Background: an optimization exercise with open tools, aiming at small area, a short achievable clock period and few clock cycles per item. Do not read the settings as production practice.
Function was checked by simulation only, so behaviour that the tests miss may differ from the original.

## JK
==> flow/design.v (excerpt) <==
module lcg_step (
    input  wire        clk,
    input  wire        rst,       
    input  wire        start,     
    input  wire [63:0] a,
    input  wire [63:0] c,
    input  wire [63:0] m,         
    input  wire [63:0] s,
    output wire        ready,
    output reg         done,
    output wire [63:0] result
);
    localparam [2:0] IDLE = 3'd0,
                     MUL  = 3'd1,
                     DIV  = 3'd2,
                     FIN1 = 3'd3,
                     FIN2 = 3'd4,
                     SHR  = 3'd5;
    localparam [67:0] NEG4K = 68'haaaaaaaaaaaaaaaa8;    
    reg  [2:0]   state;
    reg  [6:0]   cnt;
    reg          first;
    reg  [6:0]   j;           
    reg  [63:0]  ra;          
    reg  [64:0]  rm;          
    reg  [64:56] rtn;         
    reg  [67:0]  ws, wc;      
    reg  [67:0]  pl;          
    reg          cf;          
    reg  [5:0]   bc;          
    reg  [5:0]   bcn;         
    reg          c_idle, c_mul, c_fin1, c_fin2, c_shr, c_dv;    
    reg  [2:0]   nstate;
    reg  [4:0]   qd;          
    reg  [4:0]   qdn;         
    reg          rdy;
    assign ready  = rdy;
    assign result = pl[63:0];
    function [2:0] booth_dec;    
        input [2:0] b;
        booth_dec = {b[2], (b[2] & ~b[1] & ~b[0]) | (~b[2] & b[1] & b[0]), b[1] ^ b[0]};
    endfunction
    function [66:0] booth_pp;    
        input [2:0]  d;
        input [63:0] x;
        reg [65:0] sel;
        begin
            sel = d[0] ? {2'b00, x} : d[1] ? {1'b0, x, 1'b0} : 66'd0;
            booth_pp = {~d[2], sel ^ {66{d[2]}}};
        end
    endfunction
    wire [66:0] pp0l = booth_pp(bc[2:0], ra);
    wire [66:0] pp0h = booth_pp(~bcn[2:0], ra);
    wire [66:0] pp1l = booth_pp(bc[5:3], ra);
    wire [66:0] pp1h = booth_pp(~bcn[5:3], ra);
    wire [66:0] pp0 = {pp0h[66:34], pp0l[33:0]};
    wire [66:0] pp1 = {pp1h[66:34], pp1l[33:0]};
    wire [68:0] m1s = ws[67:0] ^ wc[67:0] ^ {2'b00, pp0};
    wire [68:0] m1c = {(ws & wc) | (ws & {1'b0, pp0}) | (wc & {1'b0, pp0}), bc[2]};
    wire [2:0]  lo1 = m1s[1:0] + m1c[1:0] + cf;
    wire [66:0] x2  = m1s[68:2];
    wire [66:0] y2  = m1c[68:2];
    wire [66:0] z2  = pp1;
    wire [66:0] m2s = x2 ^ y2 ^ z2;
    wire [67:0] m2c = {(x2 & y2) | (x2 & z2) | (y2 & z2), bc[5]};
    wire [2:0]  lo2 = m2s[1:0] + m2c[1:0] + lo1[2];
    wire        hi = rm[64];
    wire [67:0] mp = {3'b000, rm};
  ...
Size: about 390 flip-flops, about 330 I/O pins, about 32000 um2 of cells after synthesis.
Settings: LEC_CHECK=0, CAP_MARGIN=20, CORE_MARGIN=2, CORE_UTILIZATION=55, SLEW_MARGIN=20; clock period 10.0 ns.
standard.sh (not shown) runs the stock make flow with config.mk's settings and CLKGATE_MAP_FILE= SYNTH_SCRIPT=/design/flow/synth_recipe.tcl, a recipe that flattens the netlist after the stock synthesis.
==> flow/flow/run.sh <==
#!/bin/bash
# Standard ORFS layout (the standard.sh: standard synthesis, floorplan,
# place, CTS, route, finish) with two changes to how it is made:
#  - repair_timing is asked to leave a larger setup margin, so the achieved
#    period shrinks (clock, SDC and constraints stay the design's);
#  - every input and output port still gets its own buffer, but a buf_2
#    rather than the default delay buffer.
# make's output is kept in standard.log; each ORFS step keeps its own log
# under orfs/logs.
set -euo pipefail
bash standard.sh SETUP_SLACK_MARGIN=6.6 \
    "BUFFER_PORTS_ARGS=-buffer_cell sky130_fd_sc_hd__buf_1" finish > standard.log 2>&1
Testbench counts of JK, summed over its fixed seeds: cycles 32,776, steps 512.
For MS, these inputs were changed with respect to JK:
-- flow/flow/run.sh --
<<< JK, line 6
#  - every input and output port still gets its own buffer, but a buf_2
#    rather than the default delay buffer.
>>> MS, line 6
#  - every input and output port still gets its own buffer, but a buf_1
#    rather than the default delay buffer (repair may still resize it).
### Flow results
Floorplan die height came out exactly the same in MS and JK.
Diff MS..JK | global-route usage | unchanged
Final-layout worst hold slack: MS vs JK identical

* * *

## pine
Another version of the RTL of lcg_step (not shown whole).
Size in the first run: about 3900 cells after synthesis, ~33000 sq um of cells after synthesis.
export LEC_CHECK = 0
export ABC_CLOCK_PERIOD_IN_PS = 3000
export CAP_MARGIN = 20
export CORE_MARGIN = 2
export CORE_UTILIZATION = 40
export SETUP_SLACK_MARGIN = 5
export SLEW_MARGIN = 20
create_clock -name core_clock -period 10.0 [get_ports {clk}]
run.sh (not shown) runs the stock make flow with config.mk's settings and CLKGATE_MAP_FILE= SYNTH_SCRIPT=/design/flow/synth_recipe.tcl, a recipe that flattens the netlist after the stock synthesis.
Stock flow here: none of the scripts above is used.
pine completed end to end with timing, DRC and antenna clean.
Testbench counts of pine, summed over its fixed seeds: cycles 33,025, steps 512.
Edits applied to the flow inputs when going from pine to cedar:
- SETUP_SLACK_MARGIN no longer set, was 5
- ABC_CLOCK_PERIOD_IN_PS no longer set, was 3000
--- outcome ---
Per the comparison of cedar with pine, clock latency on the worst-skew pair ~0 delta, core utilization -0.83 points, total routing usage reported by global routing -0.64 points, total via count in the routed design -about 0.7%. NOTE non-clock buffer count pine->cedar decreased by a few percent.

* * *

RTL: one of the versions met above, not the one the previous note started from.
Size in the first run: roughly 3400 cells after synthesis, roughly 390 flip-flops, roughly 330 I/O pins.
==> flow/config.mk <==
export PLATFORM = sky130hd
export DESIGN_NAME = lcg_step
export DESIGN_NICKNAME = lcg_step
export VERILOG_FILES = /design/flow/design.v
export SDC_FILE = /design/flow/constraint.sdc
export NUM_CORES = 4
export LEC_CHECK = 0
export CAP_MARGIN = 20
export CORE_MARGIN = 2
export CORE_UTILIZATION = 65
export SLEW_MARGIN = 20
==> flow/constraint.sdc <==
create_clock -name core_clock -period 10.0 [get_ports {clk}]
set_input_delay 2.0000 -clock core_clock [delete_from_list [all_inputs] [get_ports {clk}]]
set_output_delay 2.0000 -clock core_clock [all_outputs]
set_load 0.01 [all_outputs]
standard.sh (not shown) runs the stock make flow with config.mk's settings and CLKGATE_MAP_FILE= SYNTH_SCRIPT=/design/flow/synth_recipe.tcl, a recipe that flattens the netlist after the stock synthesis.
==> flow/flow/run.sh <==
#!/bin/bash
# Standard ORFS layout (the standard.sh: standard synthesis, floorplan,
# place, CTS, route, finish) with two changes to how it is made:
#  - repair_timing is asked to leave a larger setup margin, so the achieved
#    period shrinks (clock, SDC and constraints stay the design's);
#  - every input and output port still gets its own buffer, but a buf_2
#    rather than the default delay buffer.
# make's output is kept in standard.log; each ORFS step keeps its own log
# under orfs/logs.
set -euo pipefail
bash standard.sh SETUP_SLACK_MARGIN=6.6 \
    "BUFFER_PORTS_ARGS=-buffer_cell sky130_fd_sc_hd__buf_2" finish > standard.log 2>&1
The starting point completed without violations.
Testbench counts at the start, summed over its fixed seeds: cycles 32,776, steps 512.
Next try:
- CORE_UTILIZATION: 65 -> 55
The new run ran to the end with no violations.
Non-clock buffer count shrinks by 18.
Final cell count came out higher by 3.0%.
Wire length came out higher by 2.3%.
Next try:
==> flow/flow/run.sh (replaced) <==
#!/bin/bash
# Standard ORFS layout (the standard.sh: standard synthesis, floorplan,
# place, CTS, route, finish) with two changes to how it is made:
#  - repair_timing is asked to leave a larger setup margin, so the achieved
#    period shrinks (clock, SDC and constraints stay the design's);
#  - every input and output port still gets its own buffer, but a buf_1
#    rather than the default delay buffer (repair may still resize it).
# make's output is kept in standard.log; each ORFS step keeps its own log
# under orfs/logs.
set -euo pipefail
bash standard.sh SETUP_SLACK_MARGIN=6.6 \
    "BUFFER_PORTS_ARGS=-buffer_cell sky130_fd_sc_hd__buf_1" finish > standard.log 2>&1
- CTS_BUF_LIST: default -> sky130_fd_sc_hd__clkbuf_8 sky130_fd_sc_hd__clkbuf_4
- CTS_CLUSTER_SIZE: default -> 30
Result:
- The new run completed with no timing, DRC or antenna violations
- via count came out higher by about 1.4%
- critical path depth went up by 1
- synthesized cell count stays the same
- final cell count went up by about 1.2%
- maximum frequency drops by 0.59%
- final area drops by 1.0%
- routed wire length goes up by 1.4%
- die area stays the same
- first-iteration DRC count increases by 6.6%

* * *

## try-xenon
lcg_step, a different RTL version from the one above (not shown whole).
For scale: roughly 330 I/O pins, about 0.032 mm2 of cells after synthesis.
export LEC_CHECK = 0
export CAP_MARGIN = 20
export CORE_MARGIN = 2
export CORE_UTILIZATION = 40
export SLEW_MARGIN = 20
create_clock -name core_clock -period 10.0 [get_ports {clk}]
==> flow/flow/run.sh <==
#!/bin/bash
# Standard ORFS layout (the standard.sh: standard synthesis, floorplan,
# place, CTS, route, finish), with repair_timing asked to leave a larger
# setup margin so the achieved period shrinks. Clock, SDC and all other
# settings are the design's.
set -euo pipefail
bash standard.sh SETUP_SLACK_MARGIN=6.6 finish > standard.log 2>&1
try-xenon: no failed stages, no open violations at the end
Testbench counts of try-xenon, summed over its fixed seeds: cycles 33,025, steps 512.
Here is what was changed in the inputs of try-violet compared with try-xenon.
--- a/flow/flow/run.sh
+++ b/flow/flow/run.sh
@@ -7 +7 @@
-bash standard.sh SETUP_SLACK_MARGIN=6.6 finish > standard.log 2>&1
+bash standard.sh SETUP_SLACK_MARGIN=7.2 finish > standard.log 2>&1
[summary]
- Non-clock buffer count ended up about 35% higher on try-violet than on try-xenon.
- When the final numbers for try-violet and try-xenon were put side by side, the number of diodes added for antenna fixing turned out to be greater in try-xenon.
- Utilization: try-violet and try-xenon compared, higher one is try-violet
- The run with more routed wire is try-violet, not try-xenon.
- Fmax: try-violet above try-xenon
- Compare try-violet and try-xenon | share of the clock period used by the worst path after layout higher: try-xenon
Relative to try-violet, the following input files were edited for try-ember:
- changing CORE_UTILIZATION from 40 to 55
==> flow/flow/run.sh <==
#!/bin/bash
# Standard ORFS layout (the standard.sh: standard synthesis, floorplan,
# place, CTS, route, finish) with two changes to how it is made:
#  - repair_timing is asked to leave a larger setup margin, so the achieved
#    period shrinks (clock, SDC and constraints stay the design's);
#  - every input and output port still gets its own buffer, but a buf_2
#    rather than the default delay buffer.
# make's output is kept in standard.log; each ORFS step keeps its own log
# under orfs/logs.
set -euo pipefail
bash standard.sh SETUP_SLACK_MARGIN=6.6 \
    "BUFFER_PORTS_ARGS=-buffer_cell sky130_fd_sc_hd__buf_2" finish > standard.log 2>&1
Notes after the runs:
Aggregate routed wire length (try-violet / try-ember): 1.09. The length of routed met3 wiring in try-ember sits about 3% below the value recorded for try-violet. On global-route met3 utilization: between try-ember and try-violet, it ends up lower for try-violet. Of the two candidates, try-violet has the better worst hold margin and try-ember the worse one. [try-ember] maximum operating frequency fell about 5% relative to try-violet. Re total count of max-transition violations in the final report: no difference whatsoever between try-ember and try-violet. Summary of try-ember over try-violet: worst setup margin dropped 0.19 ns, largest net degree at the start of global routing climbed 4, depth of the critical timing path with buffers and inverters included climbed 2.

port drivers added, routing unchanged:
Ports are ideal in the flow. The routed layouts listed here were re-timed in OpenROAD. Step 1, drivers: a clkbuf_16 drives clk and a buf_2 each remaining input, both assumed. Step 2 adds t to the input delays and takes it off the output delays; t is the mean of the earliest and latest rising clock arrival at the registers after step 1. Input paths then give back, and output paths get back, about the clock's delay inside the block. Slacks: ideal ports / drivers / drivers and shift; pairs: ideal ports / drivers.
| run | t (ns) | setup slack, ns | worst register clock-pin slew, ns | worst slew at a driven data input, ns |
|---|---|---|---|---|
| JK | 0.655 | 6.427 / 6.427 / 6.427 | 0.07 / 0.07 | 0.07 |
| MS | 0.655 | 6.427 / 6.427 / 6.427 | 0.07 / 0.07 | 0.07 |
| pine | 0.672 | 5.131 / 5.131 / 5.131 | 0.06 / 0.06 | 0.10 |
| cedar | 0.671 | 3.046 / 3.046 / 3.046 | 0.07 / 0.07 | 0.19 |
| the first run of note 3 | 0.657 | 6.430 / 6.430 / 6.430 | 0.06 / 0.06 | 0.09 |
| the second run of note 3 | 0.663 | 6.394 / 6.394 / 6.394 | 0.06 / 0.06 | 0.06 |
| the third run of note 3 | 0.730 | 6.372 / 6.372 / 6.372 | 0.07 / 0.07 | 0.07 |
| try-xenon | 0.671 | 6.340 / 6.340 / 6.340 | 0.07 / 0.07 | 0.14 |
| try-violet | 0.678 | 6.413 / 6.413 / 6.413 | 0.07 / 0.07 | 0.08 |
| try-ember | 0.667 | 6.223 / 6.223 / 6.223 | 0.07 / 0.07 | 0.12 |
After both steps every run listed still meets setup and hold.
